This design comes from an exercise in tuning for small area, a short achievable clock period and few clock cycles on the open sky130 flow, not from production work. Function was checked by simulation only, so behaviour that the tests miss may differ from the original. No activity file was given, so power comes from the tool's default toggle rates.

==> design/flow/design.v <==
module pzip_decompressor (
    input  wire       clk,
    input  wire       rst,
    input  wire       in_valid,
    output wire       in_ready,
    input  wire [7:0] in_data,
    input  wire       in_last,
    output wire       out_valid,
    input  wire       out_ready,
    output wire [7:0] out_data,
    output reg        done,
    output reg        err
);
    localparam [3:0] S_HAS    = 4'd0,    
                     S_TBYTE  = 4'd1,    
                     S_TAG    = 4'd2,    
                     S_RLE_C  = 4'd3,    
                     S_RLE_B  = 4'd4,    
                     S_RLE    = 4'd5,    
                     S_RAW    = 4'd6,    
                     S_D_S0   = 4'd7,    
                     S_D_LO   = 4'd8,    
                     S_D_HI   = 4'd9,    
                     S_D_CODE = 4'd10,   
                     S_POUT   = 4'd11,   
                     S_FIN    = 4'd12,   
                     S_DRAIN  = 4'd13;   
    reg  [3:0]  state;
    reg  [23:0] bbuf;
    reg  [4:0]  bcnt;
    reg         last_seen;
    reg  [3:0]  idx;
    reg  [3:0]  tlen;
    reg  [3:0]  nshift;           
    reg  [7:0]  trail [0:14];
    reg  [7:0]  run_cnt;
    reg  [2:0]  dbits;
    reg  [7:0]  s [0:8];           
    reg  [35:0] bcd;               
    reg         err_r;
    wire [39:0] ext = {bbuf, 16'h0000};
    wire [15:0] win = ext[bcnt +: 16];
    function [35:0] dabble8;
        input [35:0] b;
        input [7:0]  x;
        integer k, j;
        reg [35:0] t;
        begin
            t = b;
            for (k = 7; k >= 0; k = k - 1) begin
                for (j = 0; j < 9; j = j + 1)
                    if (t[4*j +: 4] >= 4'd5) t[4*j +: 4] = t[4*j +: 4] + 4'd3;
                t = {t[34:0], x[k]};
            end
            dabble8 = t;
        end
    endfunction
    wire [35:0] bcd_next = dabble8((idx[1:0] == 2'd0) ? 36'd0 : bcd, win[15:8]);
    reg any_zero;
    integer z;
    always @(*) begin
        any_zero = 1'b0;
        for (z = 0; z < 9; z = z + 1)
            if (bcd[4*z +: 4] == 4'd0) any_zero = 1'b1;
    end
    wire [3:0] digit = bcd[idx*4 +: 4];
    reg  [7:0] perm_byte;
    always @(*) begin
        case (digit)
            4'd1: perm_byte = s[0];
            4'd2: perm_byte = s[1];
            4'd3: perm_byte = s[2];
            4'd4: perm_byte = s[3];
            4'd5: perm_byte = s[4];
            4'd6: perm_byte = s[5];
            4'd7: perm_byte = s[6];
            4'd8: perm_byte = s[7];
            default: perm_byte = s[8];
        endcase
    end
    reg [3:0] d0, d1, d2, d3;
    always @(*) begin
        case (dbits)
            3'd1: begin d0 = {3'b0, win[15]};    d1 = {3'b0, win[14]};
                        d2 = {3'b0, win[13]};    d3 = {3'b0, win[12]}; end
            3'd2: begin d0 = {2'b0, win[15:14]}; d1 = {2'b0, win[13:12]};
                        d2 = {2'b0, win[11:10]}; d3 = {2'b0, win[9:8]}; end
            3'd3: begin d0 = {1'b0, win[15:13]}; d1 = {1'b0, win[12:10]};
                        d2 = {1'b0, win[9:7]};   d3 = {1'b0, win[6:4]}; end
            3'd4: begin d0 = win[15:12]; d1 = win[11:8];
                        d2 = win[7:4];   d3 = win[3:0]; end
            default: begin d0 = 4'd0; d1 = 4'd0; d2 = 4'd0; d3 = 4'd0; end
        endcase
    end
    wire [7:0] prev = (state == S_D_LO) ? s[0] : s[4];
    wire [4:0] p2   = d0 + d1;
    wire [5:0] p3   = p2 + d2;
    wire [5:0] p4   = p2 + (d2 + d3);
    wire [8:0] sum1 = prev + d0;
    wire [8:0] sum2 = prev + p2;
    wire [8:0] sum3 = prev + p3;
    wire [8:0] sum4 = prev + p4;
    reg  [4:0] need;       
    always @(*) begin
        case (state)
            S_HAS:    need = 5'd5;
            S_TAG:    need = 5'd3;
            S_TBYTE, S_RLE_C, S_RLE_B, S_RAW, S_D_S0, S_D_CODE:
                      need = 5'd8;
            S_D_LO, S_D_HI:
                      need = {dbits, 2'b00};
            default:  need = 5'd0;
        endcase
    end
    wire have = (bcnt >= need);
    wire starved = !have && last_seen;
    assign out_valid = (state == S_RLE) ||
                       ((state == S_RAW) && have) ||
                       ((state == S_POUT) && !any_zero) ||
                       ((state == S_FIN) && (nshift == 4'd15));
    assign out_data  = (state == S_RLE)  ? s[0] :
                       (state == S_RAW)  ? win[15:8] :
                       (state == S_POUT) ? perm_byte : trail[0];
    wire   out_fire  = out_valid && out_ready;
    assign in_ready = !last_seen && (bcnt <= 5'd16);
    wire   accept   = in_valid && in_ready;
    wire rec_end = out_fire && (((state == S_RLE) && (run_cnt == 8'd1)) ||
                                ((state == S_POUT) && (idx == 4'd8)));
    wire tag_go  = ((state == S_TAG) || rec_end) && (bcnt >= 5'd3);
    wire [2:0] tag = win[15:13];
    wire wide    = (bcnt >= 5'd11);
    reg  [4:0] used;
    always @(*) begin
        used = 5'd0;
        if (tag_go)
            used = ((tag == 3'd0 || tag >= 3'd2) && wide) ? 5'd11 : 5'd3;
        else case (state)
            S_HAS:    if (have) used = win[15] ? 5'd5 : 5'd1;
            S_TBYTE, S_RLE_C, S_RLE_B, S_D_S0, S_D_CODE:
                      if (have) used = 5'd8;
            S_RAW:    if (out_fire) used = 5'd8;
            S_D_LO, S_D_HI:
                      if (have) used = need;
            default:  used = 5'd0;
        endcase
    end
    wire tr_pad   = (state != S_HAS) && (state != S_TBYTE) && (nshift != 4'd15);
    wire tr_wr    = (state == S_TBYTE) && have;
    wire tr_shift = tr_wr || tr_pad || ((state == S_FIN) && out_fire);
    integer i;
    always @(posedge clk) begin
        if (tr_shift) begin
            for (i = 0; i < 14; i = i + 1) trail[i] <= trail[i+1];
            trail[14] <= win[15:8];
        end
    end
    always @(posedge clk) begin
        if (rst) begin
            state     <= S_HAS;
            bcnt      <= 5'd0;
            last_seen <= 1'b0;
            idx       <= 4'd0;
            tlen      <= 4'd0;
            nshift    <= 4'd0;
            err_r     <= 1'b0;
            done      <= 1'b0;
            err       <= 1'b0;
        end else begin
            done <= 1'b0;
            if (accept) bbuf <= {bbuf[15:0], in_data};
            bcnt <= bcnt - used + (accept ? 5'd8 : 5'd0);
            if (accept && in_last) last_seen <= 1'b1;
            if (tr_wr || tr_pad) nshift <= nshift + 4'd1;
            if (tag_go) begin
                idx <= 4'd0;
                case (tag)
                    3'd7: begin
                        if (tlen != 4'd0) state <= S_FIN;
                        else if (last_seen) begin
                            done      <= 1'b1;
                            err       <= 1'b0;
                            last_seen <= 1'b0;
                            bcnt      <= 5'd0;
                            nshift    <= 4'd0;
                            state     <= S_HAS;
                        end else begin
                            bcnt  <= 5'd0;
                            state <= S_DRAIN;
                        end
                    end
                    3'd0: begin
                        run_cnt <= win[12:5];
                        state   <= wide ? S_RLE_B : S_RLE_C;
                    end
                    3'd1: state <= S_RAW;
                    default: begin
                        dbits <= tag - 3'd2;
                        s[0]  <= win[12:5];
                        state <= wide ? S_D_LO : S_D_S0;
                    end
                endcase
            end else if (starved && (state == S_TAG || state == S_HAS || state == S_TBYTE ||
                                     state == S_RLE_C || state == S_RLE_B || state == S_RAW ||
                                     state == S_D_S0 || state == S_D_LO || state == S_D_HI ||
                                     state == S_D_CODE)) begin
                err_r <= 1'b1;
                bcnt  <= 5'd0;
                state <= S_DRAIN;
            end else begin
                case (state)
                    S_HAS: if (have) begin
                        tlen <= win[14:11];
                        idx  <= 4'd0;
                        state <= (win[15] && win[14:11] != 4'd0) ? S_TBYTE : S_TAG;
                        if (!win[15]) tlen <= 4'd0;
                    end
                    S_TBYTE: if (have) begin
                        idx <= idx + 4'd1;
                        if (idx == tlen - 4'd1) state <= S_TAG;
                    end
                    S_RLE_C: if (have) begin
                        run_cnt <= win[15:8];
                        state   <= S_RLE_B;
                    end
                    S_RLE_B: if (have) begin
                        s[0]  <= win[15:8];
                        state <= (run_cnt == 8'd0) ? S_TAG : S_RLE;
                    end
                    S_RLE: if (out_fire) begin
                        run_cnt <= run_cnt - 8'd1;
                        if (run_cnt == 8'd1) state <= S_TAG;
                    end
                    S_RAW: if (out_fire) begin
                        idx <= idx + 4'd1;
                        if (idx == 4'd8) state <= S_TAG;
                    end
                    S_D_S0: if (have) begin
                        s[0]  <= win[15:8];
                        state <= S_D_LO;
                    end
                    S_D_LO, S_D_HI: if (have) begin
                        if (sum4[8]) begin
                            err_r <= 1'b1;
                            bcnt  <= 5'd0;
                            state <= S_DRAIN;
                        end else begin
                            if (state == S_D_LO) begin
                                s[1] <= sum1[7:0]; s[2] <= sum2[7:0];
                                s[3] <= sum3[7:0]; s[4] <= sum4[7:0];
                                state <= S_D_HI;
                            end else begin
                                s[5] <= sum1[7:0]; s[6] <= sum2[7:0];
                                s[7] <= sum3[7:0]; s[8] <= sum4[7:0];
                                idx   <= 4'd0;
                                state <= S_D_CODE;
                            end
                        end
                    end
                    S_D_CODE: if (have) begin
                        bcd <= bcd_next;
                        idx <= idx + 4'd1;
                        if (idx == 4'd3) begin
                            idx   <= 4'd0;
                            state <= S_POUT;
                        end
                    end
                    S_POUT: begin
                        if (any_zero) begin
                            err_r <= 1'b1;
                            bcnt  <= 5'd0;
                            state <= S_DRAIN;
                        end else if (out_fire) begin
                            idx <= idx + 4'd1;
                            if (idx == 4'd8) state <= S_TAG;
                        end
                    end
                    S_FIN: if (out_fire) begin
                        tlen <= tlen - 4'd1;
                        if (tlen == 4'd1) begin
                            if (last_seen) begin
                                done      <= 1'b1;
                                err       <= 1'b0;
                                last_seen <= 1'b0;
                                bcnt      <= 5'd0;
                                nshift    <= 4'd0;
                                state     <= S_HAS;
                            end else begin
                                bcnt  <= 5'd0;
                                state <= S_DRAIN;
                            end
                        end
                    end
                    S_DRAIN: begin
                        bcnt <= 5'd0;
                        if (last_seen || (accept && in_last)) begin
                            done      <= 1'b1;
                            err       <= err_r;
                            err_r     <= 1'b0;
                            last_seen <= 1'b0;
                            nshift    <= 4'd0;
                            state     <= S_HAS;
                        end
                    end
                    S_TAG: ;
                    default: state <= S_HAS;
                endcase
            end
        end
    end
endmodule
==> design/flow/run.sh <==
#!/bin/bash
# synth_recipe.tcl (not shown) runs the flow's synth.tcl, then flattens the netlist and writes it again
# the make line also repeats each setting of config.mk as NAME=value (left out here)
make -C /OpenROAD-flow-scripts/flow DESIGN_CONFIG=/design/flow/config.mk WORK_HOME=/design/flow/orfs CLKGATE_MAP_FILE= SYNTH_SCRIPT=/design/flow/synth_recipe.tcl finish
==> design/flow/config.mk <==
export PLATFORM = sky130hd
export DESIGN_NAME = pzip_decompressor
export DESIGN_NICKNAME = pzip_decompressor
export VERILOG_FILES = /design/flow/design.v
export SDC_FILE = /design/flow/constraint.sdc
export NUM_CORES = 4
export LEC_CHECK = 0
export CAP_MARGIN = 20
export CORE_MARGIN = 2
export CORE_UTILIZATION = 40
export SLEW_MARGIN = 20
==> design/flow/constraint.sdc <==
create_clock -name core_clock -period 15.0 [get_ports {clk}]
set_input_delay 3.0000 -clock core_clock [delete_from_list [all_inputs] [get_ports {clk}]]
set_output_delay 3.0000 -clock core_clock [all_outputs]
set_load 0.01 [all_outputs]
==> run summary, run 1 <==
worst slew pin tran between 1 and 1.5 ns; r2r endpoint bcd[12]; Reg clk slew, reported paths 0.06 ns; Placer Congestion roughly 0.90; logic gate share of total power about 60%; worst skew pair latency between 0.5 and 0.6 ns; Peak VDD IR approximately 150 µV; grt ovf 0; Initial Util 40.2%; Power Dens Cells approximately 220 nW/µm²; Post-DP HPWL 48400 µm; Post-route DRC 0; post-synthesis sequential area ratio 34.0%; ys async rst share 0%; Die Width around 250 µm; clock network power share 13.6%; switching power total roughly 0.0027 W; Pre-antenna DRT Iters 6; r2r worst-path depth 32; antenna violations before repair 1; final cycle utilization of the critical path 61.7%; vias in the first global route 20298; Rows between 90 and 100; Worst Skew ~0.016 ns; Nets around 2800; Leak between 9 and 10 nW; instance count on the critical path 32; hold_buf cts 0; PnR worst setup slack around 5.7 ns; total CTS buffers 35; post-synthesis instance total around 2700; post-CTS setup buffers 0; post-synth top area share 32.0%; ratio of cells with drive above 1 in the final layout around 11%; vias approximately 22000; CP arrival between 9 and 10 ns; ys flop type edfxtp_1; final setup vio count 0; Die ar. between 60000 and 70000 µm²; Slowest-stage cell, CP dfxtp_1; most frequent cells in the layout nor2_1, edfxtp_1, nand2_1; Mean Syn Cell Area between 8 and 9 µm²; number of I/O port buffers 24; Setup WS pre-CTS 5.92 ns; drt total wl ~66000 µm; CP delay by family, top compound AO/OA/AOI/OAI gates; final setup TNS 0 ns; worst hold-check path type register to register; drt initial violations between 1500 and 2000; Root Buffer clkbuf_16; Startpoint Class register; CTS tree built; Post-synth EDFFs ~260; worst-path maximum fanout 86; Max Cap Viol 0; FF-to-FF Start idx[0]; largest net degree at the start of global routing 87; Synthesis Warnings 3; P_int 0.00316 W; Crit path largest cell delay between 0.8 and 0.9 ns; minimum clock period approximately 9.3 ns; switching share of power a little under half; commonest non-fill, non-tap cell in the layout nor2_1; CTS Buffer Depth 3; FILL cells 5838; Reg area about 8400 µm²; Syn-to-layout area delta 8.23%; Clock Sinks ~290; first-pass GRT wire length approximately 110000 µm; Seq cells post-synth 288; R2R setup slack 5.75 ns; crit path kind register to register; slew margin rel. 19.6%; average wire per standard cell around 19 µm; GRT Total Usage about a fifth; die span in y approximately 250 µm; status timing/DRC/antenna clean; Seq pwr share 24.9%; htree depth 2; crit path from idx[0]; remaining antenna violation count 0; core area between 60000 and 70000 µm²; Setup crit end bcd[12]; RSZ-0062 raised after global routing no; FMAX 108 MHz; Worst Path Buf+Inv 4; Synth Cell Area ~25000 µm²; Critical Path RT around 15 ns; Multi-input gate area ~15000 µm²; top post-synthesis cells by area edfxtp_1, ha_1, a21oi_1, nor2_1, mux2i_1; post-synth net total around 2900; Slew Limit Fails 0; Final Hold Fails 0; leading area contributor after synthesis edfxtp_1; Yosys cell types between 100 and 150; CP endpoint kind register; num ports 25; detailed-route vias per instance around 6; post-CTS sizing 0
flip-flops by register name, indices dropped and copies added (netlist names):
name,flops
idx,4
s,72
err,1
last_seen,1
run_cnt,8
state,4
bcnt,5
bcd,36
done,1
bbuf,24
trail,120
nshift,4
err_r,1
tlen,4
dbits,3
metal layers:
layer,global-route usage (%),up-vias,routed length (µm)
met3,2.42,116,3460
li1,-,10361,-
met4,6.44,0,1810
met5,0,-,0
met1,27.4,10352,29900
met2,33.8,682,30900
power by group through the flow:
stage,combinational [W],sequential (W),clock [W]
after CTS,0.00358,0.00147,0.000823
after global placement,0.00345,0.00148,0
after detailed placement,0.00356,0.00148,0
after floorplan,0.00275,0.00150,0
after global routing,0.00400,0.00150,0.000854
final,0.00362,0.00147,0.000804
cells in the mapped netlist (13+ instances only):
master    number
nand4_1       13
nor2b_1       48
o211ai_1      36
a21oi_1      202
inv_1        127
buf_1         15
or3_1         18
clkbuf_1      83
o32ai_1       13
a221oi_1      21
a211o_1       18
o221ai_1      13
o31ai_1       22
nand3_1       64
a31oi_1       35
ha_1          83
o21bai_1      21
nand2b_1      35
nor4_1        16
or2_2         21
buf_2         41
mux4_2        18
xor2_1        27
mux2i_1       92
and2_1        27
dfxtp_1       25
a21o_1        32
o21ai_0      178
mux2_2        44
a211oi_1      44
o21a_1        19
nor3_1        78
nand2_1      204
o22ai_1       43
xnor2_1       52
a22oi_1       29
nor2_1       269
o21ai_1       19
fa_1          18
edfxtp_1     263
final cells by class:
class                      count  area share, %
sequential                   288           31.4
clock buffer                  46           3.58
inverter                     141           1.99
multi-input combinational   2170           56.7
clock inverter                17          0.534
timing repair buffer          64           2.04
antenna                        1        0.00936
tap                          790           3.70
metrics by stage:
| step | util, % | cells | hold slack (ns) | total power, W | instance area (µm²) |
|---|---|---|---|---|---|
| 2_1_floorplan | - | 2749 | 0.400 | 0.00425 | 24700 |
| 3_3_place_gp | 41.7 | 3451 | 0.400 | 0.00493 | 25600 |
| 3_5_place_dp | 41.8 | 3452 | 0.405 | 0.00504 | 25600 |
| 4_1_cts | 43.5 | 3515 | 0.415 | 0.00587 | 26700 |
| 5_1_grt | 43.6 | 3517 | 0.423 | 0.00634 | 26700 |
| 6_report | 43.6 | 3517 | 0.413 | 0.00590 | 26700 |
cell families (layout without fill, tap and decap cells):
kind of cell | Yosys count | in the layout | synth area share, %
compound gates | 942 | 942 | 26.7
simple gates | 866 | 866 | 17.0
buf+inv | 291 | 268 | 4.87
flops | 288 | 288 | 34.0
mux | 158 | 158 | 7.60
fa+ha+maj | 114 | 114 | 6.21
xor+xnor | 90 | 90 | 3.62
other cells | 0 | 1 | 0
worst min path at each step:
stage / endpoint / depth (start not counted) / slack (ns) / startpoint
final: trail[7][1] / 0 / 0.41 / trail[8][1]
after floorplan: trail[0][0] / 0 / 0.40 / trail[1][0]
after global placement: trail[12][0] / 0 / 0.40 / trail[13][0]
after global routing: trail[12][4] / 0 / 0.42 / trail[13][4]
after detailed placement: trail[11][1] / 0 / 0.40 / trail[12][1]
after CTS: trail[7][1] / 0 / 0.41 / trail[8][1]
Testbench counts, summed over its fixed seeds: cycles 55,722.
==> run 2: changes to the inputs <==
--- a/design/flow/design.v
+++ b/design/flow/design.v
@@ -41,4 +41,13 @@
     wire [39:0] ext = {bbuf, 16'h0000};
     wire [15:0] win = ext[bcnt +: 16];
+    function [3:0] add3;
+        input [3:0] d;
+        begin
+            add3[3] = d[3] | (d[2] & (d[1] | d[0]));
+            add3[2] = (d[3] & d[0]) | (d[2] & ~d[1] & ~d[0]);
+            add3[1] = (~d[3] & ~d[2] & d[1]) | (d[2] & d[1] & d[0]) | (d[3] & ~d[0]);
+            add3[0] = (~d[3] & ~d[2] & d[0]) | (d[2] & d[1] & ~d[0]) | (d[3] & ~d[0]);
+        end
+    endfunction
     function [35:0] dabble8;
         input [35:0] b;
@@ -50,5 +59,5 @@
             for (k = 7; k >= 0; k = k - 1) begin
                 for (j = 0; j < 9; j = j + 1)
-                    if (t[4*j +: 4] >= 4'd5) t[4*j +: 4] = t[4*j +: 4] + 4'd3;
+                    t[4*j +: 4] = add3(t[4*j +: 4]);
                 t = {t[34:0], x[k]};
             end
@@ -56,5 +65,6 @@
         end
     endfunction
-    wire [35:0] bcd_next = dabble8((idx[1:0] == 2'd0) ? 36'd0 : bcd, win[15:8]);
+    reg         first;             
+    wire [35:0] bcd_next = dabble8(first ? 36'd0 : bcd, win[15:8]);
     reg any_zero;
     integer z;
@@ -253,4 +263,5 @@
                                 s[7] <= sum3[7:0]; s[8] <= sum4[7:0];
                                 idx   <= 4'd0;
+                                first <= 1'b1;
                                 state <= S_D_CODE;
                             end
@@ -258,5 +269,6 @@
                     end
                     S_D_CODE: if (have) begin
-                        bcd <= bcd_next;
+                        bcd   <= bcd_next;
+                        first <= 1'b0;
                         idx <= idx + 4'd1;
                         if (idx == 4'd3) begin
==> run 2 against run 1 <==
First-iteration DRC count is 6.5% higher. Hold slack better by 0.00084 ns. Sequential cell count is 1 higher. Synthesized cell count is 7.2% lower. Final cell count is 7.1% lower. Combinational power is 44% lower. Sequential power is 6% lower. Fmax is 11% higher. Highest routed layer unchanged. Clock skew is 0.010 ns higher.
==> run summary, run 2 <==
Slew Limit Fails 0; post-synthesis instance total ~2600; num ports 25; total CTS buffers 35; largest net degree at the start of global routing 67; Final Hold Fails 0; ys flop type edfxtp_1; worst-path maximum fanout 40; Synthesis Warnings 3; slew margin rel. 28.4%; FMAX 120 MHz; commonest non-fill, non-tap cell in the layout edfxtp_1; Post-synth EDFFs approximately 260; remaining antenna violation count 0; Max Cap Viol 0; biggest regs trail: 120 flops, s: 72 flops, bcd: 36 flops; core area ~57000 µm²; vias in the first global route between 15000 and 20000; Multi-input gate area 13500 µm²; Slowest-stage cell, CP dfxtp_2; final setup TNS 0 ns; count leader, synth edfxtp_1; leading area contributor after synthesis edfxtp_1; Root Buffer clkbuf_16; Min Hold Slack just over 0.4 ns; max reg flops 120; Leak approximately 8.6 nW; grt ovf 0; Crit path largest cell delay 0.97 ns; worst skew pair latency around 0.57 ns; drt initial violations between 2000 and 2500; hold_buf cts 0; CTS tree built; final cycle utilization of the critical path between 50% and 60%; non-filler cells, final between 3000 and 4000; largest reg by FF count trail; GRT Total Usage around 22%; final setup vio count 0; number of I/O port buffers 24; Syn-to-layout area delta 9.39%; Ant. Diodes 0; most frequent cells after synthesis edfxtp_1, nor2_1, a21oi_1, nand2_1, o21ai_0; CP endpoint kind register; detailed-route vias per instance 6.37; CTS Buffer Depth 3; Mean Syn Cell Area around 9 µm²; worst hold-check path type register to register; most frequent cells in the layout edfxtp_1, nor2_1, a21oi_1; Startpoint Class register; Pre-antenna DRT Iters 6; htree depth 2; post-synth net total roughly 2600; worst slew pin tran 1.07 ns; post-synthesis sequential area ratio a little under two fifths; Rows just under 90; crit path kind register to register; Placer Congestion 0.952; vias ~21000; Reg area 8430 µm²; post-synth top area share 34.5%; Peak VDD IR between 100 and 150 µV; FILL cells about 5400; RSZ-0062 raised after global routing no; Power Dens Cells between 150 and 200 nW/µm²; Die Width 244 µm; Initial Util 40.6%; status timing/DRC/antenna clean; average wire per standard cell between 20 and 25 µm; Reg clk slew, reported paths around 0.060 ns; Die ar. roughly 60000 µm²; antenna violations before repair 0; Post-DP HPWL around 48000 µm; post-CTS setup buffers 0; CP arrival 8.83 ns; placed insts 3203; die span in y approximately 240 µm; Worst Skew roughly 0.027 ns; Critical Path Most Common Cell a21oi_1; Cell Area, Placed between 20000 and 25000 µm²; Finished Cell Area between 20000 and 30000 µm²; Clock Sinks about 290; drt total wl just under 70000 µm; Post-route DRC 0; Seq cells post-synth 289; ys async rst share 0%; minimum clock period 8.34 ns; Critical Path RT about 15 ns; Synth Cell Area about 23000 µm²; post-CTS sizing 0; top post-synthesis cells by area edfxtp_1, a21oi_1, o21ai_0, nor2_1, nand2_1; Nets ~2600; Yosys cell types around 110; ratio of cells with drive above 1 in the final layout under 10%; first-pass GRT wire length between 100000 and 150000 µm
run 2: cell types whose count changed in the layout (fill, tap and decap cells not counted), sizes merged, moves of 15 or more:
cell,before,now
xor2,31,13
nor2,273,216
mux2,47,28
mux2i,93,70
xnor2,59,38
ha,83,46
inv,139,111
o22ai,43,28
or2,28,10
run 2: final timing paths:
path                                  start  cells after the start  slack (ns)     endpoint
worst max register to register      bcnt[0]                     28        6.66      bcnt[3]
worst min register to register  trail[1][2]                      0        0.41  trail[0][2]
worst max-delay path                bcnt[0]                     28        6.66      bcnt[3]
worst min-delay path            trail[1][2]                      0        0.41  trail[0][2]
run 2: power by group:
group | switching [W] | internal [W] | total (W)
registers | 0.000106 | 0.00127 | 0.00138
logic | 0.00131 | 0.000705 | 0.00202
clock network | 0.000359 | 0.000592 | 0.000952
run 2: area by class of cell:
class | count | area share (%)
tap | 756 | 3.76
timing repair buffer | 64 | 2.15
multi-input combinational | 1978 | 53.6
sequential | 289 | 33.5
inverter | 116 | 1.73
clock inverter | 26 | 1.68
clock buffer | 38 | 3.53
run 2: cells by family after synthesis:
| group | Yosys count | share of synthesized area (%) |
|---|---|---|
| buf+inv | 283 | 4.92 |
| compound gates | 940 | 28.4 |
| fa+ha+maj | 73 | 4.47 |
| xor+xnor | 51 | 1.94 |
| mux | 123 | 6.96 |
| simple gates | 791 | 16.6 |
| flops | 289 | 36.7 |
run 2: critical path: cells and delay by family (launching register included):
family	cells	cell delay [ns]
AO/OA/AOI/OAI	13	3.22
adder cells (fa/ha/maj)	4	1.53
flip-flops	1	0.97
buffers and inverters	3	0.86
AND/OR/NAND/NOR	6	0.82
multiplexers	1	0.60
XOR/XNOR	1	0.25
run 2: through the flow:
step	total power, W	worst slack [ns]	util, %
floorplan	0.00283	5.71	-
global placement	0.00334	7.00	42.1
detailed placement	0.00338	6.86	42.1
CTS	0.00435	6.82	44.4
global route	0.00463	6.10	44.4
finish	0.00434	6.66	44.4
run 2: routing by layer:
metal,global-route usage [%],wire [µm],vias up
li1,-,-,9760
met1,28.8,28400,10016
met2,37.6,32600,867
met3,2.93,4230,153
met4,8.98,2620,0
met5,0,0,-
Testbench counts of run 2, summed over its fixed seeds: cycles 55,722.
==> run 3: changes to the inputs <==
--- a/design/flow/config.mk
+++ b/design/flow/config.mk
@@ -6,4 +6,5 @@
 export NUM_CORES = 4
 export LEC_CHECK = 0
+export ABC_AREA = 1
 export CAP_MARGIN = 20
 export CORE_MARGIN = 2
==> run 3 against run 2 <==
Sequential cell count unchanged. Register-to-register slack better by 0.90 ns. First-iteration DRC count shrank 29%. Critical path type is now register to output pin. Hold slack got worse by 0.00052 ns. Critical path depth shrank 13. Clock power is 9.5% lower. Sequential power up 4%. Worst setup slack got worse by 0.19 ns. Still clean on timing, DRC and antenna. Via count shrank 12%.
==> run summary, run 3 <==
largest net degree at the start of global routing 64; CP Cell Sequence clkinv_1, o21ai_0, nand2_1, nand2_1, and3_1, inv_1, nor2_1, nand3_1, nand2_1, inv_1, nand2_1, o21ai_0, o31ai_1, a22oi_1, clkdlybuf4s50_1; portion of netlist area occupied by mux cells 0%; final setup TNS 0 ns; Die ar. 53500 µm²; slew margin rel. about two fifths; average wire per standard cell around 16 µm; post-synth net total around 2800; worst skew pair latency approximately 0.57 ns; Mean Syn Cell Area 7.61 µm²; count leader, synth nand2_1; Worst Skew 0.0340 ns; status timing/DRC/antenna clean; Synth Cell Area around 21000 µm²; total CTS buffers 35; switching power total around 0.0021 W; P_int between 0.002 and 0.003 W; Root Buffer clkbuf_16; Leak roughly 10 nW; switching share of power 45.1%; R2R setup slack approximately 7.6 ns; Rows 83; Nets 2818; worst-path maximum fanout 21; CP endpoint kind output pin; GRT Total Usage about a fifth; most frequent cells in the layout nand2_1, inv_1, nand3_1; drt initial violations about 1500; post-synthesis adder-cell area fraction under 10%; Reg clk slew, reported paths about 0.060 ns; Clock Sinks slightly below 300; CTS tree built; FMAX approximately 120 MHz; Ant. Diodes 0; CTS Buffer Depth 3; biggest regs trail: 120 flops, s: 72 flops, bcd: 36 flops; hold_buf cts 0; post-CTS setup buffers 0; post-synth top area share between 30% and 40%; Die Width roughly 230 µm; number of I/O port buffers 24; non-filler cells, final approximately 3400; crit path from idx[0]; post-synthesis instance total 2712; leading area contributor after synthesis edfxtp_1; vias in the first global route 17177; num ports 25; minimum clock period between 8 and 9 ns; complex-gate fraction of the synthesized area 14.7%; Crit path largest cell delay 0.72 ns; post-synthesis sequential area ratio about two fifths; core area 51200 µm²; Seq cells post-synth about 290; htree depth 2; ys flop type edfxtp_1; largest family of logic cells by synthesized area simple AND/OR/NAND/NOR gates; Initial Util roughly 40%; Synthesis Warnings 3; largest reg by FF count trail; Peak VDD IR 98.5 µV; max reg flops 120; Worst Path Buf+Inv 4; FF-to-FF Start bcnt[0]; CP delay by family, top simple AND/OR/NAND/NOR gates; Yosys cell types 69; Post-route DRC 0; remaining antenna violation count 0; ys async rst share 0%; Worst Hold Launch trail[10][6]; Slew Limit Fails 0; most frequent cells after synthesis nand2_1, inv_1, nand3_1, edfxtp_1, nor2_1; vias around 18000; placed insts roughly 3400; crit path kind register to output pin; XOR/XNOR Fraction of Synth Area 1.74%; ratio of cells with drive above 1 in the final layout 11.2%; Post-DP HPWL roughly 41000 µm; Post-synth EDFFs about 260; first-pass GRT wire length roughly 87000 µm; Pre-antenna DRT Iters 6; Placer Congestion approximately 0.92; grt ovf 0; Syn-to-layout area delta 10.6%; final setup vio count 0; Startpoint Class register; worst hold-check path type register to register; worst slew pin tran 0.895 ns; logic gate share of total power 50.8%; final cycle utilization of the critical path a little under three fifths; top post-synthesis cells by area edfxtp_1, nand2_1, inv_1, nand3_1, nor2_1; Max Cap Viol 0; simple-gate share of the synthesized area between 20% and 30%; Final Hold Fails 0; Critical Path RT roughly 12 ns; Seq pwr share 30.8%; antenna violations before repair 0; Critical Path Most Common Cell nand2_1; commonest non-fill, non-tap cell in the layout nand2_1; clock network power share ~18%; detailed-route vias per instance roughly 5.3; post-CTS sizing 0; die span in y between 200 and 250 µm; Slowest-stage cell, CP dfxtp_1; RSZ-0062 raised after global routing no; Power Dens Cells 205 nW/µm²; drt total wl approximately 55000 µm; CP arrival around 5.5 ns
==> run 3: final timing paths <==
path,to,cells past startpoint
worst max register to register,s[3][7],32
worst min-delay path,trail[9][6],0
worst max-delay path,out_data[4],15
worst min register to register,trail[9][6],0
==> run 3: cell type report <==
cell class                      count  area [µm²]
Clock inverter                     19         263
Inverter                          445        1680
Timing Repair Buffer               44         403
Fill cell                        4968       28400
Clock buffer                       43         916
Sequential cell                   289        8430
Multi-Input combinational cell   1926       10300
Tap cell                          680         851
==> run 3: power groups by stage <==
stage | combinational [W] | clock, W | sequential, W
4_1_cts | 0.00236 | 0.000881 | 0.00144
2_1_floorplan | 0.00174 | 0 | 0.00148
3_3_place_gp | 0.00230 | 0 | 0.00145
3_5_place_dp | 0.00235 | 0 | 0.00146
5_1_grt | 0.00269 | 0.000910 | 0.00146
6_report | 0.00238 | 0.000862 | 0.00144
==> run 3: metrics by stage <==
stage	total power (W)	hold WS, ns	util (%)	instance area [µm²]	setup slack [ns]
4_1_cts	0.00468	0.414	44.5	22800	6.52
3_3_place_gp	0.00374	0.401	42.2	21600	7.29
5_1_grt	0.00507	0.420	44.6	22800	6.06
2_1_floorplan	0.00322	0.400	-	20700	2.74
3_5_place_dp	0.00380	0.405	42.2	21600	7.12
6_report	0.00468	0.413	44.6	22800	6.46
==> run 3: metal layers <==
| metal | GRT usage, % | wire, µm |
|---|---|---|
| met4 | 6.31 | 1430 |
| met5 | 0 | 0 |
| met2 | 32.6 | 25000 |
| met1 | 27.8 | 25100 |
| met3 | 3.11 | 3230 |
==> run 3: kinds of logic after synthesis <==
kind of cell	Yosys count
AND/OR/NAND/NOR	1365
buffers and inverters	497
AO/OA/AOI/OAI	456
flip-flops	289
adder cells (fa/ha/maj)	64
XOR/XNOR	41
==> run 4: changes to the inputs <==
--- a/design/flow/design.v
+++ b/design/flow/design.v
@@ -39,6 +39,7 @@
     reg  [35:0] bcd;               
     reg         err_r;
-    wire [39:0] ext = {bbuf, 16'h0000};
-    wire [15:0] win = ext[bcnt +: 16];
+    reg  [7:0]  out_r;
+    reg         ov_r;
+    wire [15:0] win = bbuf[23:8];
     function [3:0] add3;
         input [3:0] d;
@@ -125,16 +126,19 @@
     wire have = (bcnt >= need);
     wire starved = !have && last_seen;
-    assign out_valid = (state == S_RLE) ||
-                       ((state == S_RAW) && have) ||
-                       ((state == S_POUT) && !any_zero) ||
-                       ((state == S_FIN) && (nshift == 4'd15));
-    assign out_data  = (state == S_RLE)  ? s[0] :
-                       (state == S_RAW)  ? win[15:8] :
-                       (state == S_POUT) ? perm_byte : trail[0];
-    wire   out_fire  = out_valid && out_ready;
+    wire       src_valid = (state == S_RLE) ||
+                           ((state == S_RAW) && have) ||
+                           ((state == S_POUT) && !any_zero) ||
+                           ((state == S_FIN) && (nshift == 4'd15));
+    wire [7:0] src_data  = (state == S_RLE)  ? s[0] :
+                           (state == S_RAW)  ? win[15:8] :
+                           (state == S_POUT) ? perm_byte : trail[0];
+    wire       out_free  = !ov_r || out_ready;
+    wire       oload     = src_valid && out_free;
+    assign out_valid = ov_r;
+    assign out_data  = out_r;
     assign in_ready = !last_seen && (bcnt <= 5'd16);
     wire   accept   = in_valid && in_ready;
-    wire rec_end = out_fire && (((state == S_RLE) && (run_cnt == 8'd1)) ||
-                                ((state == S_POUT) && (idx == 4'd8)));
+    wire rec_end = oload && (((state == S_RLE) && (run_cnt == 8'd1)) ||
+                             ((state == S_POUT) && (idx == 4'd8)));
     wire tag_go  = ((state == S_TAG) || rec_end) && (bcnt >= 5'd3);
     wire [2:0] tag = win[15:13];
@@ -149,5 +153,5 @@
             S_TBYTE, S_RLE_C, S_RLE_B, S_D_S0, S_D_CODE:
                       if (have) used = 5'd8;
-            S_RAW:    if (out_fire) used = 5'd8;
+            S_RAW:    if (oload) used = 5'd8;
             S_D_LO, S_D_HI:
                       if (have) used = need;
@@ -155,7 +159,10 @@
         endcase
     end
+    wire [4:0]  cnt_after = bcnt - used;
+    wire [23:0] shifted   = bbuf << used;
+    wire [23:0] inserted  = {in_data, 16'h0000} >> cnt_after;
     wire tr_pad   = (state != S_HAS) && (state != S_TBYTE) && (nshift != 4'd15);
     wire tr_wr    = (state == S_TBYTE) && have;
-    wire tr_shift = tr_wr || tr_pad || ((state == S_FIN) && out_fire);
+    wire tr_shift = tr_wr || tr_pad || ((state == S_FIN) && oload);
     integer i;
     always @(posedge clk) begin
@@ -166,6 +173,11 @@
     end
     always @(posedge clk) begin
+        if (oload) out_r <= src_data;
+    end
+    wire fin_ok = last_seen && out_free;
+    always @(posedge clk) begin
         if (rst) begin
             state     <= S_HAS;
+            bbuf      <= 24'd0;
             bcnt      <= 5'd0;
             last_seen <= 1'b0;
@@ -176,8 +188,11 @@
             done      <= 1'b0;
             err       <= 1'b0;
+            ov_r      <= 1'b0;
         end else begin
             done <= 1'b0;
-            if (accept) bbuf <= {bbuf[15:0], in_data};
-            bcnt <= bcnt - used + (accept ? 5'd8 : 5'd0);
+            if (oload) ov_r <= 1'b1;
+            else if (out_ready) ov_r <= 1'b0;
+            bbuf <= accept ? (shifted | inserted) : shifted;
+            bcnt <= cnt_after + (accept ? 5'd8 : 5'd0);
             if (accept && in_last) last_seen <= 1'b1;
             if (tr_wr || tr_pad) nshift <= nshift + 4'd1;
@@ -187,12 +202,14 @@
                     3'd7: begin
                         if (tlen != 4'd0) state <= S_FIN;
-                        else if (last_seen) begin
+                        else if (fin_ok && !oload) begin
                             done      <= 1'b1;
                             err       <= 1'b0;
                             last_seen <= 1'b0;
+                            bbuf      <= 24'd0;
                             bcnt      <= 5'd0;
                             nshift    <= 4'd0;
                             state     <= S_HAS;
                         end else begin
+                            bbuf  <= 24'd0;
                             bcnt  <= 5'd0;
                             state <= S_DRAIN;
@@ -215,4 +232,5 @@
                                      state == S_D_CODE)) begin
                 err_r <= 1'b1;
+                bbuf  <= 24'd0;
                 bcnt  <= 5'd0;
                 state <= S_DRAIN;
@@ -229,4 +247,5 @@
                         if (idx == tlen - 4'd1) state <= S_TAG;
                     end
+                    S_TAG: ;
                     S_RLE_C: if (have) begin
                         run_cnt <= win[15:8];
@@ -237,9 +256,9 @@
                         state <= (run_cnt == 8'd0) ? S_TAG : S_RLE;
                     end
-                    S_RLE: if (out_fire) begin
+                    S_RLE: if (oload) begin
                         run_cnt <= run_cnt - 8'd1;
                         if (run_cnt == 8'd1) state <= S_TAG;
                     end
-                    S_RAW: if (out_fire) begin
+                    S_RAW: if (oload) begin
                         idx <= idx + 4'd1;
                         if (idx == 4'd8) state <= S_TAG;
@@ -249,21 +268,22 @@
                         state <= S_D_LO;
                     end
-                    S_D_LO, S_D_HI: if (have) begin
+                    S_D_LO: if (have) begin
+                        s[1] <= sum1[7:0]; s[2] <= sum2[7:0];
+                        s[3] <= sum3[7:0]; s[4] <= sum4[7:0];
+                        state <= S_D_HI;
+                        if (sum4[8]) begin
+                            err_r <= 1'b1;
+                            state <= S_DRAIN;
+                        end
+                    end
+                    S_D_HI: if (have) begin
+                        s[5] <= sum1[7:0]; s[6] <= sum2[7:0];
+                        s[7] <= sum3[7:0]; s[8] <= sum4[7:0];
+                        idx   <= 4'd0;
+                        first <= 1'b1;
+                        state <= S_D_CODE;
                         if (sum4[8]) begin
                             err_r <= 1'b1;
-                            bcnt  <= 5'd0;
                             state <= S_DRAIN;
-                        end else begin
-                            if (state == S_D_LO) begin
-                                s[1] <= sum1[7:0]; s[2] <= sum2[7:0];
-                                s[3] <= sum3[7:0]; s[4] <= sum4[7:0];
-                                state <= S_D_HI;
-                            end else begin
-                                s[5] <= sum1[7:0]; s[6] <= sum2[7:0];
-                                s[7] <= sum3[7:0]; s[8] <= sum4[7:0];
-                                idx   <= 4'd0;
-                                first <= 1'b1;
-                                state <= S_D_CODE;
-                            end
                         end
                     end
@@ -271,5 +291,5 @@
                         bcd   <= bcd_next;
                         first <= 1'b0;
-                        idx <= idx + 4'd1;
+                        idx   <= idx + 4'd1;
                         if (idx == 4'd3) begin
                             idx   <= 4'd0;
@@ -280,30 +300,20 @@
                         if (any_zero) begin
                             err_r <= 1'b1;
+                            bbuf  <= 24'd0;
                             bcnt  <= 5'd0;
                             state <= S_DRAIN;
-                        end else if (out_fire) begin
+                        end else if (oload) begin
                             idx <= idx + 4'd1;
                             if (idx == 4'd8) state <= S_TAG;
                         end
                     end
-                    S_FIN: if (out_fire) begin
+                    S_FIN: if (oload) begin
                         tlen <= tlen - 4'd1;
-                        if (tlen == 4'd1) begin
-                            if (last_seen) begin
-                                done      <= 1'b1;
-                                err       <= 1'b0;
-                                last_seen <= 1'b0;
-                                bcnt      <= 5'd0;
-                                nshift    <= 4'd0;
-                                state     <= S_HAS;
-                            end else begin
-                                bcnt  <= 5'd0;
-                                state <= S_DRAIN;
-                            end
-                        end
+                        if (tlen == 4'd1) state <= S_DRAIN;
                     end
                     S_DRAIN: begin
+                        bbuf <= 24'd0;
                         bcnt <= 5'd0;
-                        if (last_seen || (accept && in_last)) begin
+                        if (fin_ok || (accept && in_last && out_free)) begin
                             done      <= 1'b1;
                             err       <= err_r;
@@ -314,5 +324,4 @@
                         end
                     end
-                    S_TAG: ;
                     default: state <= S_HAS;
                 endcase
==> run 4 against run 3 <==
Total power fell by 2.0%. Highest routed layer unchanged. Sequential power barely moved. Register-to-register slack improved by 0.37 ns. Synthesized cell count up 15%. Clock power down 0.6%. Global-route usage grew 1.7 points. Die area rose by 6.5%. Clock skew decreased by 0.011 ns. First-iteration DRC count is 19% higher. Critical endpoint is now bbuf[20]. Wire length is 15% higher.
==> run summary, run 4 <==
ys flop type edfxtp_1; Slew Limit Fails 0; Critical Path RT approximately 15 ns; Placer Congestion 0.937; worst slew pin tran ~1.1 ns; Post-DP HPWL 47700 µm; r2r endpoint bbuf[20]; Max Cap Viol 0; Slowest-stage cell, CP nor2_1; Leak between 10 and 15 nW; post-synth top area share 33.8%; Initial Util between 40% and 50%; remaining antenna violation count 0; die span in y roughly 240 µm; Cell Area, Placed approximately 23000 µm²; FMAX about 140 MHz; final setup TNS 0 ns; final setup vio count 0; Nets around 3200; count leader, synth nand2_1; Pre-antenna DRT Iters 7; Rows 85; drt total wl 62900 µm; worst hold-check path type register to register; Finished Cell Area about 24000 µm²; post-synth net total 3208; Peak VDD IR around 200 µV; Ant. Diodes 0; Crit path largest cell delay 0.64 ns; average wire per standard cell 16.2 µm; Critical Path Most Common Cell nand2_1; Setup crit end bbuf[20]; Seq cells post-synth around 300; most frequent cells after synthesis nand2_1, inv_1, nor2_1, nand3_1, edfxtp_1; CP arrival 7.87 ns; post-synthesis instance total roughly 3100; ratio of cells with drive above 1 in the final layout under 10%; post-CTS setup buffers 0; largest net degree at the start of global routing 80; leading area contributor after synthesis edfxtp_1; Post-synth EDFFs approximately 250; Die Width about 240 µm; minimum clock period around 7.4 ns; Synthesis Warnings 3; num ports 25; first-pass GRT wire length approximately 100000 µm; core area between 50000 and 60000 µm²; Die ar. 56900 µm²; total CTS buffers 36; FF-to-FF Start state[3]; Post-route DRC 0; r2r worst-path depth 28; Power Dens Cells ~190 nW/µm²; grt ovf 0; CP endpoint kind register; Mean Syn Cell Area about 7 µm²; commonest non-fill, non-tap cell in the layout nand2_1; vias ~21000; worst skew pair latency 0.56 ns; R2R setup slack about 7.9 ns; vias in the first global route roughly 20000; CTS Buffer Depth 3; number of I/O port buffers 24; post-synthesis sequential area ratio around two fifths; ys async rst share 0%; Final Hold Fails 0; Total Power 0.00459 W; final cycle utilization of the critical path 49.3%; Root Buffer clkbuf_16; top post-synthesis cells by area edfxtp_1, nand2_1, nand3_1, inv_1, nor2_1; max reg flops 120; post-CTS sizing 0; CP Cell Sequence clkdlybuf4s50_1, nor2_1, inv_1, nand2_1, o22ai_1, nand2_1, buf_4, nand2_1, ha_1, fa_1, o21ai_0, xor2_1, or2_2, nand2_1, nor2_1, inv_1, o21ai_0, a31oi_1, nor2_1; Worst Skew 0.0232 ns; Reg clk slew, reported paths around 0.06 ns; crit path from out_ready; largest reg by FF count trail; detailed-route vias per instance ~5.5; status timing/DRC/antenna clean; Syn-to-layout area delta 10.3%; biggest regs trail: 120 flops, s: 72 flops, bcd: 36 flops; GRT Total Usage a little over a fifth; RSZ-0062 raised after global routing no; antenna violations before repair 0; Yosys cell types roughly 60; CTS tree built; crit path kind primary input to register; Clock Sinks 298; drt initial violations 1786; slew margin rel. about 28%; placed insts between 3000 and 4000; hold_buf cts 0; Synth Cell Area 22000 µm²; Final Util ~45%; htree depth 2; Startpoint Class primary input; most frequent cells in the layout nand2_1, inv_1, nor2_1; non-filler cells, final a little under 4000; worst-path maximum fanout 38
-- run 4: cell types whose count changed after synthesis, moves of 25 or more --
cell | previous run | this run
nor2_1 | 247 | 354
o21ai_0 | 121 | 160
dfxtp_1 | 25 | 50
nand2_1 | 697 | 901
nand3_1 | 270 | 339
a21oi_1 | 69 | 107
-- run 4: per-stage QoR --
stage               setup slack [ns]  hold WS [ns]
CTS                             7.74         0.416
floorplan                       2.56         0.400
global placement                7.34         0.401
finish                          7.61         0.417
detailed placement              7.16         0.405
global route                    7.18         0.422
-- run 4: report_power, final --
| group | leakage [nW] | internal (W) | switching (W) | total [W] |
|---|---|---|---|---|
| Sequential | 2.74 | 0.00131 | 0.000107 | 0.00141 |
| Clock | 0.565 | 0.000491 | 0.000365 | 0.000857 |
| Combinational | 7.80 | 0.000686 | 0.00164 | 0.00232 |
| Total | 11.1 | 0.00248 | 0.00211 | 0.00459 |
-- run 4: per-layer routing --
layer | vias to the layer above | share of wire (%) | global-route usage (%)
li1 | 10549 | - | -
met1 | 9943 | 47 | 30.5
met2 | 677 | 45 | 35.6
met3 | 107 | 6.2 | 3.13
met4 | 0 | 2.3 | 5.74
met5 | - | 0 | 0
-- run 4: area by class of cell --
cell class | instances | area [µm²]
clock buffers | 44 | 982
clock inverters | 22 | 180
fillers | 5396 | 29800
inverters | 445 | 1670
multi-input cells | 2337 | 11700
flip-flops and latches | 298 | 8450
well taps | 696 | 871
repair buffers | 45 | 418
-- run 4: how the worst min path moves through the flow --
stage	depth (start not counted)	to	startpoint
6_report	0	trail[9][4]	trail[10][4]
5_1_grt	0	trail[5][2]	trail[6][2]
4_1_cts	0	trail[4][6]	trail[5][6]
3_5_place_dp	0	trail[10][5]	trail[11][5]
3_3_place_gp	0	trail[6][6]	trail[7][6]
2_1_floorplan	0	trail[0][0]	trail[1][0]
-- run 4: cells by family after synthesis --
family | count (synthesis) | synth area share, %
adders and majority gates | 63 | 4.16
muxes | 3 | 0.136
buffers and inverters | 497 | 8.61
AOI/OAI and AO/OA | 477 | 13.1
DFF | 298 | 38.4
xor gates and xnor gates | 41 | 1.63
and+or+nand+nor | 1753 | 34.0
-- run 4: critical path: cells and delay by family --
family / cells / cell delay (ns)
and+or+nand+nor: 8 / 2.00
buffers and inverters: 4 / 1.12
adders and majority gates: 2 / 0.83
AOI/OAI and AO/OA: 4 / 0.66
xor gates and xnor gates: 1 / 0.21
Testbench counts of run 4, summed over its fixed seeds: cycles 56,041.
==> run 5: changes to the inputs <==
--- a/design/flow/design.v
+++ b/design/flow/design.v
@@ -39,6 +39,6 @@
     reg  [35:0] bcd;               
     reg         err_r;
-    reg  [7:0]  out_r;
-    reg         ov_r;
+    reg  [7:0]  o0, o1;
+    reg  [1:0]  ocnt;
     wire [15:0] win = bbuf[23:8];
     function [3:0] add3;
@@ -133,8 +133,8 @@
                            (state == S_RAW)  ? win[15:8] :
                            (state == S_POUT) ? perm_byte : trail[0];
-    wire       out_free  = !ov_r || out_ready;
-    wire       oload     = src_valid && out_free;
-    assign out_valid = ov_r;
-    assign out_data  = out_r;
+    wire       oload     = src_valid && !ocnt[1];
+    wire       opop      = (ocnt != 2'd0) && out_ready;
+    assign out_valid = (ocnt != 2'd0);
+    assign out_data  = o0;
     assign in_ready = !last_seen && (bcnt <= 5'd16);
     wire   accept   = in_valid && in_ready;
@@ -160,6 +160,6 @@
     end
     wire [4:0]  cnt_after = bcnt - used;
-    wire [23:0] shifted   = bbuf << used;
-    wire [23:0] inserted  = {in_data, 16'h0000} >> cnt_after;
+    wire [23:0] inserted  = bbuf | ({in_data, 16'h0000} >> bcnt);
+    wire [23:0] shifted   = (accept ? inserted : bbuf) << used;
     wire tr_pad   = (state != S_HAS) && (state != S_TBYTE) && (nshift != 4'd15);
     wire tr_wr    = (state == S_TBYTE) && have;
@@ -173,7 +173,12 @@
     end
     always @(posedge clk) begin
-        if (oload) out_r <= src_data;
+        if (oload && (ocnt == 2'd0 || (ocnt == 2'd1 && opop)))
+            o0 <= src_data;
+        else if (opop)
+            o0 <= o1;
+        if (oload) o1 <= src_data;
     end
-    wire fin_ok = last_seen && out_free;
+    wire out_empty = (ocnt == 2'd0) || (ocnt == 2'd1 && out_ready);
+    wire fin_ok    = last_seen && out_empty;
     always @(posedge clk) begin
         if (rst) begin
@@ -188,10 +193,9 @@
             done      <= 1'b0;
             err       <= 1'b0;
-            ov_r      <= 1'b0;
+            ocnt      <= 2'd0;
         end else begin
             done <= 1'b0;
-            if (oload) ov_r <= 1'b1;
-            else if (out_ready) ov_r <= 1'b0;
-            bbuf <= accept ? (shifted | inserted) : shifted;
+            ocnt <= ocnt + {1'b0, oload} - {1'b0, opop};
+            bbuf <= shifted;
             bcnt <= cnt_after + (accept ? 5'd8 : 5'd0);
             if (accept && in_last) last_seen <= 1'b1;
@@ -315,5 +319,5 @@
                         bbuf <= 24'd0;
                         bcnt <= 5'd0;
-                        if (fin_ok || (accept && in_last && out_free)) begin
+                        if (fin_ok || (accept && in_last && out_empty)) begin
                             done      <= 1'b1;
                             err       <= err_r;
==> run 5 against run 4 <==
Still clean on timing, DRC and antenna. Combinational power decreased by 21%. Register-to-register slack improved by 0.34 ns. Core utilization decreased by 0.39 points. Synthesized cell count decreased by 0.29%. Fmax increased by 9.8%. Largest cell class unchanged.
==> run summary, run 5 <==
max reg flops between 100 and 150; post-CTS sizing 0; number of I/O port buffers 24; detailed-route vias per instance approximately 5.3; worst slew pin tran around 1.0 ns; Total Power a little over 0.004 W; most frequent cells in the layout nand2_1, inv_1, nor2_1; final cycle utilization of the critical path about 45%; Pre-antenna DRT Iters 6; final setup TNS 0 ns; CTS tree built; post-synthesis adder-cell area fraction under 10%; Mean Syn Cell Area about 7.2 µm²; die span in y 240 µm; CP endpoint kind register; biggest regs trail: 120 flops, s: 72 flops, bcd: 36 flops; Clock Sinks 307; GRT Total Usage between 20 and 25%; grt ovf 0; Post-DP HPWL ~48000 µm; remaining antenna violation count 0; largest reg by FF count trail; Slowest-stage cell, CP fa_1; Die Width approximately 240 µm; vias in the first global route around 19000; Placer Congestion between 0.9 and 1; count leader, synth nand2_1; CP arrival ~7 ns; num ports 25; Reg clk slew, reported paths around 0.06 ns; Post-route DRC 0; Nets between 3000 and 4000; Initial Util 40.5%; leading area contributor after synthesis edfxtp_1; Power Dens Cells ~170 nW/µm²; post-synth net total 3202; complex-gate fraction of the synthesized area roughly an eighth; commonest non-fill, non-tap cell in the layout nand2_1; FILL cells approximately 5500; Worst Skew between 0.015 and 0.02 ns; htree depth 2; final setup vio count 0; Leak around 12 nW; ratio of cells with drive above 1 in the final layout between 9 and 10%; Setup WS pre-CTS 8.38 ns; hold_buf cts 0; most frequent cells after synthesis nand2_1, inv_1, nor2_1, nand3_1, edfxtp_1; worst skew pair latency approximately 0.55 ns; first-pass GRT wire length roughly 99000 µm; Worst Path Buf+Inv 9; Synth Cell Area roughly 22000 µm²; Crit path largest cell delay roughly 0.5 ns; vias around 21000; post-synthesis sequential area ratio between 30 and 40%; Final Hold Fails 0; Startpoint Class register; core area 55200 µm²; portion of netlist area occupied by mux cells less than 1%; minimum clock period a little under 7 ns; post-synthesis instance total about 3100; largest family of logic cells by synthesized area simple AND/OR/NAND/NOR gates; drt total wl approximately 62000 µm; Critical Path RT 15.48 ns; worst hold-check path type register to register; top post-synthesis cells by area edfxtp_1, nand2_1, nand3_1, inv_1, nor2_1; Rows 86; post-CTS setup buffers 0; Post-synth EDFFs around 260; slew margin rel. 30.5%; RSZ-0062 raised after global routing no; Synthesis Warnings 3; Syn-to-layout area delta 9.90%; Ant. Diodes 0; drt initial violations around 1500; ys async rst share 0%; Seq cells post-synth 307; Die ar. about 58000 µm²; PnR worst setup slack roughly 8.3 ns; simple-gate share of the synthesized area 33.3%; worst-path maximum fanout 51; XOR/XNOR Fraction of Synth Area ~1.5%; CTS Buffer Depth 3; post-synth top area share 34.4%; Max Cap Viol 0; Root Buffer clkbuf_16; Yosys cell types a little over 60; status timing/DRC/antenna clean; ys flop type edfxtp_1; antenna violations before repair 0; FMAX between 100 and 150 MHz; crit path kind register to register; Slew Limit Fails 0; Peak VDD IR roughly 120 µV; total CTS buffers 36; largest net degree at the start of global routing ~80; average wire per standard cell 15.9 µm; CP delay by family, top simple AND/OR/NAND/NOR gates
==> run 5: changes by cell type in the layout (fill, tap and decap cells not counted), moves of 6 or more <==
cell	delta
nand4_1	-17
nand2_1	-34
nor2_4	-6
edfxtp_1	+8
nor2_2	+12
nand3_1	-9
o21ai_0	-29
nand2_2	+9
o21ai_1	+7
inv_1	+16
a21oi_1	-6
o21bai_1	+7
nor2_1	+11
a31oi_1	-11
==> run 5: path summary, 6_finish.rpt <==
check / endpoint / cells past startpoint / slack [ns] / startpoint
setup / recovery: bcnt[4] / 33 / 8.27 / state[3]
hold / removal: trail[11][3] / 0 / 0.42 / trail[12][3]
setup reg to reg: bcnt[4] / 33 / 8.27 / state[3]
hold reg to reg: trail[11][3] / 0 / 0.42 / trail[12][3]
==> run 5: per-layer routing <==
layer / GRT usage, % / vias to the layer above / wire length (µm)
met1: 29.5 / 9601 / 29600
met4: 5.21 / 0 / 1310
met5: 0 / - / 0
li1: - / 10391 / -
met2: 36.0 / 520 / 28400
met3: 3.05 / 85 / 3090
==> run 5: layout make-up <==
cell class                 instances  area [µm²]  share of cell area (%)
clock buffer                      44         941                    3.83
clock inverter                    21         170                   0.693
sequential                       307        8710                    35.5
tap                              748         936                    3.81
inverter                         463        1740                    7.09
timing repair buffer              44         408                    1.66
multi-input combinational       2295       11700                    47.5
==> run 5: kinds of logic after synthesis <==
family	Yosys count
AND/OR/NAND/NOR	1737
multiplexers	1
flip-flops	307
adder cells (fa/ha/maj)	66
buffers and inverters	521
XOR/XNOR	39
AO/OA/AOI/OAI	452
==> run 5: power breakdown <==
| part | internal [W] | leakage, nW | switching, W |
|---|---|---|---|
| clock | 0.000471 | 0.543 | 0.000368 |
| combinational | 0.000552 | 8.15 | 0.00129 |
| sequential | 0.00135 | 2.86 | 0.000126 |
==> run 5: through the flow <==
step | hold WS (ns) | cell area [µm²] | instances | util (%)
6_report | 0.417 | 24600 | 3922 | 44.5
3_3_place_gp | 0.400 | 23400 | 3855 | 42.4
4_1_cts | 0.406 | 24500 | 3921 | 44.4
3_5_place_dp | 0.405 | 23400 | 3856 | 42.4
2_1_floorplan | 0.400 | 22300 | 3123 | -
5_1_grt | 0.414 | 24600 | 3922 | 44.5
Testbench counts of run 5, summed over its fixed seeds: cycles 56,041.
==> run 6: changes to the inputs <==
--- a/design/flow/config.mk
+++ b/design/flow/config.mk
@@ -9,4 +9,4 @@
 export CAP_MARGIN = 20
 export CORE_MARGIN = 2
-export CORE_UTILIZATION = 40
+export CORE_UTILIZATION = 65
 export SLEW_MARGIN = 20
==> run 6 against run 5 <==
Critical path depth did not move. First-iteration DRC count up 99%. Synthesized area did not move. Still clean on timing, DRC and antenna. Clock skew grew 0.025 ns. Global-route usage increased by 14 points. Synthesized cell count is the same. Largest power group unchanged. Highest routed layer unchanged.
==> run summary, run 6 <==
Cell Area, Placed approximately 23000 µm²; post-CTS sizing 0; largest net degree at the start of global routing approximately 70; Peak VDD IR around 170 µV; Initial Util 66.3%; most frequent cells after synthesis nand2_1, inv_1, nor2_1, nand3_1, edfxtp_1; first-pass GRT wire length around 100000 µm; antenna violations before repair 0; Reg area approximately 8700 µm²; Worst Skew 0.0415 ns; commonest non-fill, non-tap cell in the layout nand2_1; Clock Sinks just over 300; Die ar. roughly 36000 µm²; Min-Delay Path Depth 0; max reg flops 120; CP endpoint kind register; Critical Path RT ~15 ns; ys flop type edfxtp_1; switching power total 0.00183 W; Nets between 3000 and 4000; Reg clk slew, reported paths about 0.07 ns; crit path kind register to register; Final Hold Fails 0; Finished Cell Area around 24000 µm²; hold_buf cts 0; CP arrival between 7 and 8 ns; Root Buffer clkbuf_16; FMAX between 100 and 150 MHz; ys async rst share 0%; Synthesis Warnings 3; final setup vio count 0; Slew Limit Fails 0; total CTS buffers 34; htree depth 2; Post-route DRC 0; count leader, synth nand2_1; Seq pwr share 35.6%; number of I/O port buffers 24; Syn-to-layout area delta 8.16%; Rows 67; Min-Delay Endpoint trail[8][6]; minimum clock period between 6 and 7 ns; r2r endpoint bcnt[4]; Placer Congestion 1.01; ratio of cells with drive above 1 in the final layout a little under a tenth; Leak approximately 12 nW; core area approximately 34000 µm²; post-synth top area share around a third; post-synthesis instance total 3123; status timing/DRC/antenna clean; largest reg by FF count trail; most frequent cells in the layout nand2_1, inv_1, nor2_1; detailed-route vias per instance roughly 6; drt total wl 63700 µm; post-synthesis sequential area ratio 39.0%; Multi-input gate area 11700 µm²; r2r worst-path depth 33; Yosys cell types 62; Mean Syn Cell Area 7.16 µm²; placed insts between 3000 and 4000; worst skew pair latency 0.55 ns; Post-DP HPWL ~46000 µm; Min Hold Slack slightly above 0.4 ns; CTS tree built; drt initial violations 2971; top post-synthesis cells by area edfxtp_1, nand2_1, nand3_1, inv_1, nor2_1; final cycle utilization of the critical path 45.2%; Startpoint Class register; final setup TNS 0 ns; switching share of power between 40% and 50%; Slowest-stage cell, CP fa_1; remaining antenna violation count 0; Synth Cell Area between 20000 and 25000 µm²; Crit path largest cell delay about 0.50 ns; leading area contributor after synthesis edfxtp_1; Worst Hold Launch trail[9][6]; non-filler cells, final between 3000 and 4000; logic gate share of total power between 40% and 50%; vias in the first global route slightly above 20000; Die Width between 150 and 200 µm; Ant. Diodes 0; worst hold-check path type register to register; vias between 20000 and 25000; P_int 0.00236 W; average wire per standard cell approximately 18 µm; post-synth net total 3202; num ports 25; R2R setup slack 8.22 ns; Post-synth EDFFs 256; biggest regs trail: 120 flops, s: 72 flops, bcd: 36 flops; FILL cells between 2000 and 3000; Seq cells post-synth 307; Power Dens Cells 173 nW/µm²; clock network power share roughly a fifth; FF-to-FF Start state[3]; GRT Total Usage a little over a third; Pre-antenna DRT Iters 7; Total Power around 0.0042 W; post-CTS setup buffers 0; worst slew pin tran approximately 1.1 ns; die span in y 189 µm; worst-path maximum fanout 51; Max Cap Viol 0; RSZ-0062 raised after global routing no; CTS Buffer Depth 3; slew margin rel. between 20% and 30%; grt ovf 0
run 6: changes by cell type in the layout (fill, tap and decap cells not counted), sizes merged:
cell	before	now
clkbuf	44	40
clkinv	26	25
inv	455	456
run 6: cells by family (layout without fill, tap and decap cells):
| kind of cell | after synthesis | count (layout) | share of synthesized area, % |
|---|---|---|---|
| DFF | 307 | 307 | 39.0 |
| muxes | 1 | 1 | 0.0448 |
| and+or+nand+nor | 1737 | 1737 | 33.3 |
| AOI/OAI and AO/OA | 452 | 452 | 12.8 |
| adders and majority gates | 66 | 66 | 4.30 |
| xor gates and xnor gates | 39 | 39 | 1.53 |
| buffers and inverters | 521 | 568 | 9.01 |
run 6: metal layers:
metal / vias up / wire length, µm / global-route usage [%] / part of all wire, %
met5: - / 0 / 0 / 0
met2: 1201 / 29600 / 59.0 / 46
met1: 9945 / 25400 / 47.0 / 40
li1: 10386 / - / - / -
met4: 0 / 2360 / 12.8 / 3.7
met3: 187 / 6320 / 5.13 / 9.9
run 6: how the worst max path moves through the flow:
stage | startpoint | end | depth (start not counted) | slack [ns]
3_5_place_dp | state[3] | bcnt[4] | 33 | 8.37
5_1_grt | state[3] | bcnt[4] | 33 | 7.60
2_1_floorplan | state[3] | trail[0][0] | 17 | 3.50
4_1_cts | state[3] | bcnt[4] | 33 | 8.35
6_report | state[3] | bcnt[4] | 33 | 8.22
3_3_place_gp | state[3] | bcnt[4] | 33 | 8.60
run 6: layout make-up:
| cell class | instances | share of cell area [%] |
|---|---|---|
| flip-flops and latches | 307 | 36.0 |
| clock buffers | 40 | 3.61 |
| inverters | 463 | 7.20 |
| multi-input cells | 2295 | 48.2 |
| well taps | 448 | 2.32 |
| clock inverters | 21 | 0.916 |
| repair buffers | 44 | 1.70 |
run 6: per-stage QoR:
| stage | util, % | worst slack (ns) |
|---|---|---|
| finish | 71.7 | 8.22 |
| detailed placement | 68.4 | 8.37 |
| floorplan | - | 3.50 |
| global route | 71.7 | 7.60 |
| CTS | 71.6 | 8.35 |
| global placement | 68.4 | 8.60 |
run 6: worst max-delay path, delay by kind of cell (launching register included):
| family | cells | cell delay, ns |
|---|---|---|
| simple gates | 15 | 2.10 |
| buf+inv | 9 | 1.98 |
| fa+ha+maj | 3 | 1.08 |
| flops | 1 | 0.36 |
| xor+xnor | 2 | 0.32 |
| compound gates | 4 | 0.86 |
run 6: power by group through the flow:
stage                     sequential, W  clock, W  combinational [W]
after detailed placement        0.00149         0            0.00179
after CTS                       0.00149  0.000822            0.00182
after global routing            0.00151  0.000858            0.00207
after global placement          0.00148         0            0.00174
after floorplan                 0.00151         0            0.00132
final                           0.00149  0.000822            0.00188

[afterwards: timing with drivers on the ports]
The results above use ideal ports. As a check the final layouts listed here were re-extracted and re-timed, cells and wires unchanged.
Step 1: set_driving_cell puts a clkbuf_16 on clk and a buf_2 on each other input, an assumption about the parent block.
Step 2 also shifts input and output timing later by t, the mid clock arrival at the registers, as if the neighbouring blocks saw the same clock.
a / b / c = ideal / step 1 / step 2; a / b = the first two.
run | t, ns | slack for setup (ns) | worst setup path after step 2
run 1 | 0.599 | 5.748 / 5.748 / 5.748 | register to register
run 2 | 0.609 | 6.655 / 6.655 / 6.655 | register to register
run 3 | 0.609 | 6.462 / 6.403 / 7.012 | register to output
run 4 | 0.601 | 7.610 / 7.641 / 7.041 | input to register
run 5 | 0.611 | 8.267 / 8.267 / 8.267 | register to register
run 6 | 0.585 | 8.218 / 8.218 / 8.218 | register to register
After both steps setup and hold are still met in every run listed. The setup slack of run 4, which loses most, moves by +0.031 ns with the drivers and by -0.569 ns with both steps.
